This is an optimization exercise on Yosys and OpenROAD, whose aim is small area, a short achievable clock period and few clock cycles, not a production implementation.
At most, simulation tests tie the RTL to the original design; equivalence was not proved.
Power figures rest on the tool's default switching activity, not on a simulated workload.

==> flow/design.v (excerpt) <==
module tpb_codec (
    input  wire        clk,
    input  wire        rst,         
    input  wire        cmd_valid,
    output wire        cmd_ready,
    input  wire [31:0] cmd_word,
    input  wire [63:0] cmd_opd,
    input  wire [15:0] cmd_flen,
    input  wire        frm_valid,
    output wire        frm_ready,
    input  wire [7:0]  frm_data,
    output wire        rsp_valid,
    output wire [7:0]  rsp_status,
    output wire [63:0] rsp_res
);
export LEC_CHECK = 0
export ABC_AREA = 1
export CAP_MARGIN = 20
export CORE_MARGIN = 2
export CORE_UTILIZATION = 40
export CTS_BUF_LIST = sky130_fd_sc_hd__clkbuf_16
export CTS_CLUSTER_DIAMETER = 75
export CTS_CLUSTER_SIZE = 30
export PLACE_DENSITY = 0.9
export SLEW_MARGIN = 20
export SYNTH_HIERARCHICAL = 1
create_clock -name core_clock -period 70.0 [get_ports {clk}]
standard.sh (not shown) runs the stock make flow with config.mk's settings and CLKGATE_MAP_FILE= SYNTH_SCRIPT=/design/flow/synth_recipe.tcl, a recipe that flattens the netlist after the stock synthesis.
==> flow/flow/run.sh <==
#!/bin/bash
# Layout flow: the standard flow (standard.sh, ORFS) with two settings
# that ORFS reads from the environment:
#  - BUFFER_PORTS_ARGS: the port buffers are sky130_fd_sc_hd__buf_2 cells
#    (every input and output port still gets its own buffer);
#  - CTS_ARGS: the clock tree is built as the standard flow builds it, but
#    without dummy load cells.
# The clock period, the SDC and every other step are the standard flow's.
set -euo pipefail
export BUFFER_PORTS_ARGS="-buffer_cell sky130_fd_sc_hd__buf_2"
export CTS_ARGS="-sink_clustering_enable -repair_clock_nets -dont_use_dummy_load -sink_clustering_size 30 -sink_clustering_max_diameter 75 -buf_list sky130_fd_sc_hd__clkbuf_16"
bash standard.sh > standard.log 2>&1
Testbench counts at the start, summed over its fixed seeds: cycles 41,912.
Change:
--- a/flow/config.mk
+++ b/flow/config.mk
@@ -14,3 +14,3 @@
 export CTS_CLUSTER_SIZE = 30
-export PLACE_DENSITY = 0.9
+export PLACE_DENSITY = 0.8
 export SLEW_MARGIN = 20
The changed run ran to the end with no violations.
Global-route usage came out lower by 0.83 points.
Routed wire length came out lower by about 5.4%.
Clock-buffer cell count came out higher by 1.
Change:
--- a/flow/config.mk
+++ b/flow/config.mk
@@ -10,3 +10,3 @@
 export CORE_MARGIN = 2
-export CORE_UTILIZATION = 40
+export CORE_UTILIZATION = 55
 export CTS_BUF_LIST = sky130_fd_sc_hd__clkbuf_16
Die area falls by a quarter to a third.
Final cell count shrinks by a few percent.
Via count went up slightly.

tpb_codec, a different RTL version from the one above (not shown whole).
Size: about 1700 flip-flops, about 0.052 mm2 of cells after synthesis.
clock: 70.0 ns
lec_check: 0
abc_area: 1
cap_margin: 20
core_margin: 2
core_utilization: 40
cts_buf_list: sky130_fd_sc_hd__clkbuf_16
cts_cluster_diameter: 60
cts_cluster_size: 24
slew_margin: 20
synth_hierarchical: 1
run.sh (not shown) runs the stock make flow with config.mk's settings and CLKGATE_MAP_FILE= SYNTH_SCRIPT=/design/flow/synth_recipe.tcl, a recipe that flattens the netlist after the stock synthesis.
Stock flow here: none of the scripts above is used.
The baseline completed with no timing, DRC or antenna violations.
Edit:
--- a/flow/config.mk
+++ b/flow/config.mk
@@ -10,7 +10,4 @@
 export CORE_MARGIN = 2
 export CORE_UTILIZATION = 40
-export CTS_BUF_LIST = sky130_fd_sc_hd__clkbuf_16
-export CTS_CLUSTER_DIAMETER = 60
-export CTS_CLUSTER_SIZE = 24
 export SLEW_MARGIN = 20
 export SYNTH_HIERARCHICAL = 1
Effect: Final area went up by a few percent; clock power rises by well over a third; area after synthesis stays the same; worst setup slack gets better by 0.026 ns; routed wire length came out higher slightly; core utilization rose by 1.8 points.
No run of this note included a check of the RTL's function; only the layout flow was run.

tpb_codec, a different RTL version from the one above (not shown whole).
Size in the first run: ~4800 cells after synthesis, ~200 I/O pins.
==> flow/config.mk <==
export PLATFORM = sky130hd
export DESIGN_NAME = tpb_codec
export DESIGN_NICKNAME = tpb_codec
export VERILOG_FILES = /design/flow/design.v
export SDC_FILE = /design/flow/constraint.sdc
export NUM_CORES = 8
export LEC_CHECK = 0
export ABC_AREA = 1
export CAP_MARGIN = 20
export CORE_MARGIN = 2
export CORE_UTILIZATION = 40
export CTS_BUF_LIST = sky130_fd_sc_hd__clkbuf_16
export CTS_CLUSTER_DIAMETER = 75
export CTS_CLUSTER_SIZE = 30
export SLEW_MARGIN = 20
export SYNTH_HIERARCHICAL = 1
==> flow/constraint.sdc <==
create_clock -name core_clock -period 70.0 [get_ports {clk}]
set_input_delay 14.0000 -clock core_clock [delete_from_list [all_inputs] [get_ports {clk}]]
set_output_delay 14.0000 -clock core_clock [all_outputs]
set_load 0.01 [all_outputs]
standard.sh (not shown) runs the stock make flow with config.mk's settings and CLKGATE_MAP_FILE= SYNTH_SCRIPT=/design/flow/synth_recipe.tcl, a recipe that flattens the netlist after the stock synthesis.
Scripts as last shown in full above: flow/flow/run.sh
Testbench counts at the start, summed over its fixed seeds: cycles 41,912.
Next try:
==> flow/flow/run.sh (replaced) <==
#!/bin/bash
# Layout flow: the standard flow (standard.sh, ORFS) with settings that
# ORFS reads from the environment:
#  - BUFFER_PORTS_ARGS: the port buffers are sky130_fd_sc_hd__buf_2 cells
#    (every input and output port still gets its own buffer);
#  - CTS_ARGS: the clock tree uses clkbuf_16 and the sink clustering of
#    config.mk's CTS_* settings, without dummy load cells;
#  - PRE_DETAIL_PLACE_TCL: flow/outflops.tcl gives the flip-flops that drive
#    the output port buffers a stronger drive (dfxtp_4).
# The clock period, the SDC and every other step are the standard flow's.
set -euo pipefail
here=$(pwd)
export BUFFER_PORTS_ARGS="-buffer_cell sky130_fd_sc_hd__buf_2"
export CTS_ARGS="-sink_clustering_enable -repair_clock_nets -dont_use_dummy_load -sink_clustering_size 30 -sink_clustering_max_diameter 75 -buf_list sky130_fd_sc_hd__clkbuf_16"
export PRE_DETAIL_PLACE_TCL="$here/flow/outflops.tcl"
bash standard.sh > standard.log 2>&1
==> flow/flow/outflops.tcl (new file) <==
# Upsize the flip-flops that drive the output ports (through their port
# buffers) from dfxtp_1 to dfxtp_4: the same registers and cell type, a
# stronger drive for the wire to the port buffer. Run before detailed
# placement, which then legalizes the wider cells.
set block [ord::get_db_block]
set db [ord::get_db]
set m4 [$db findMaster sky130_fd_sc_hd__dfxtp_4]
set n 0
foreach bterm [$block getBTerms] {
  if {[$bterm getIoType] != "OUTPUT"} { continue }
  set net [$bterm getNet]
  if {$net == "NULL"} { continue }
  foreach it [$net getITerms] {
    if {![$it isOutputSignal]} { continue }
    set buf [$it getInst]
    set a [$buf findITerm A]
    if {$a == "NULL"} { continue }
    set n2 [$a getNet]
    if {$n2 == "NULL"} { continue }
    foreach it2 [$n2 getITerms] {
      if {![$it2 isOutputSignal]} { continue }
      set drv [$it2 getInst]
      if {[[$drv getMaster] getName] == "sky130_fd_sc_hd__dfxtp_1"} {
        $drv swapMaster $m4
        incr n
      }
    }
  }
}
puts "outflops.tcl: upsized $n output flip-flops to dfxtp_4"
PLACE_DENSITY = 0.8   (was default)
Count of clock-buffer cells in the layout came out lower by 10.
Routed wire length came out higher by 3.2%.
Non-clock buffer count came out lower by 5.
Die area is unchanged.
Cell area barely changes.
Core utilization came out lower by 0.11 points.
Power came out lower by 1.8%.
Global-route usage came out higher by 0.48 points.
Synthesized area is unchanged.
Combinational power is about the same.
Next try:
==> flow/flow/run.sh (replaced) <==
#!/bin/bash
# Layout flow: the standard flow (standard.sh, ORFS) with two settings
# that ORFS reads from the environment:
#  - BUFFER_PORTS_ARGS: the port buffers are sky130_fd_sc_hd__buf_2 cells
#    (every input and output port still gets its own buffer);
#  - CTS_ARGS: the clock tree is built as the standard flow builds it, but
#    without dummy load cells.
# The clock period, the SDC and every other step are the standard flow's.
set -euo pipefail
export BUFFER_PORTS_ARGS="-buffer_cell sky130_fd_sc_hd__buf_2"
export CTS_ARGS="-sink_clustering_enable -repair_clock_nets -dont_use_dummy_load -sink_clustering_size 30 -sink_clustering_max_diameter 75 -buf_list sky130_fd_sc_hd__clkbuf_16"
bash standard.sh > standard.log 2>&1
removed: flow/flow/outflops.tcl
After rerunning: The new run ran to the end with no violations. First-iteration DRC count decreases by 3.1%. Critical path depth stays the same. Area after synthesis is unchanged.

[what the ideal ports hide]
Ports are ideal in the flow. The routed layouts listed here were re-timed in OpenROAD.
Step 1 (the two cells are an assumption about what drives the block):
set clk [get_ports {clk}]
set_driving_cell -lib_cell sky130_fd_sc_hd__clkbuf_16 $clk
set_driving_cell -lib_cell sky130_fd_sc_hd__buf_2 [delete_from_list [all_inputs] $clk]
Step 2 moves the port delays by t, midway between the first and last clock arrival at a register: inputs arrive t later, outputs are due t later. That takes back most of the time a late clock gives input paths.
Three values: ideal ports, drivers, drivers and shift; two values: the first two.
run	t, ns	setup slack, ns	worst data-port slew with drivers (ns)
the first run of note 1	0.682	54.743 / 54.682 / 54.109	0.19
the second run of note 1	0.695	54.718 / 54.656 / 54.158	0.20
the third run of note 1	0.708	54.553 / 54.480 / 54.196	0.06
the first run of note 2	0.789	52.888 / 52.937 / 52.148	0.25
the second run of note 2	0.834	52.913 / 52.957 / 52.124	0.18
the first run of note 3	0.733	54.454 / 54.376 / 54.190	0.09
the second run of note 3	0.684	54.751 / 54.682 / 54.220	0.07
the third run of note 3	0.682	54.439 / 54.375 / 54.239	0.07
After both steps setup and hold are still met in every run listed. The setup slack of the second run of note 2, which loses most, moves by +0.044 ns with the drivers and by -0.789 ns with both steps.
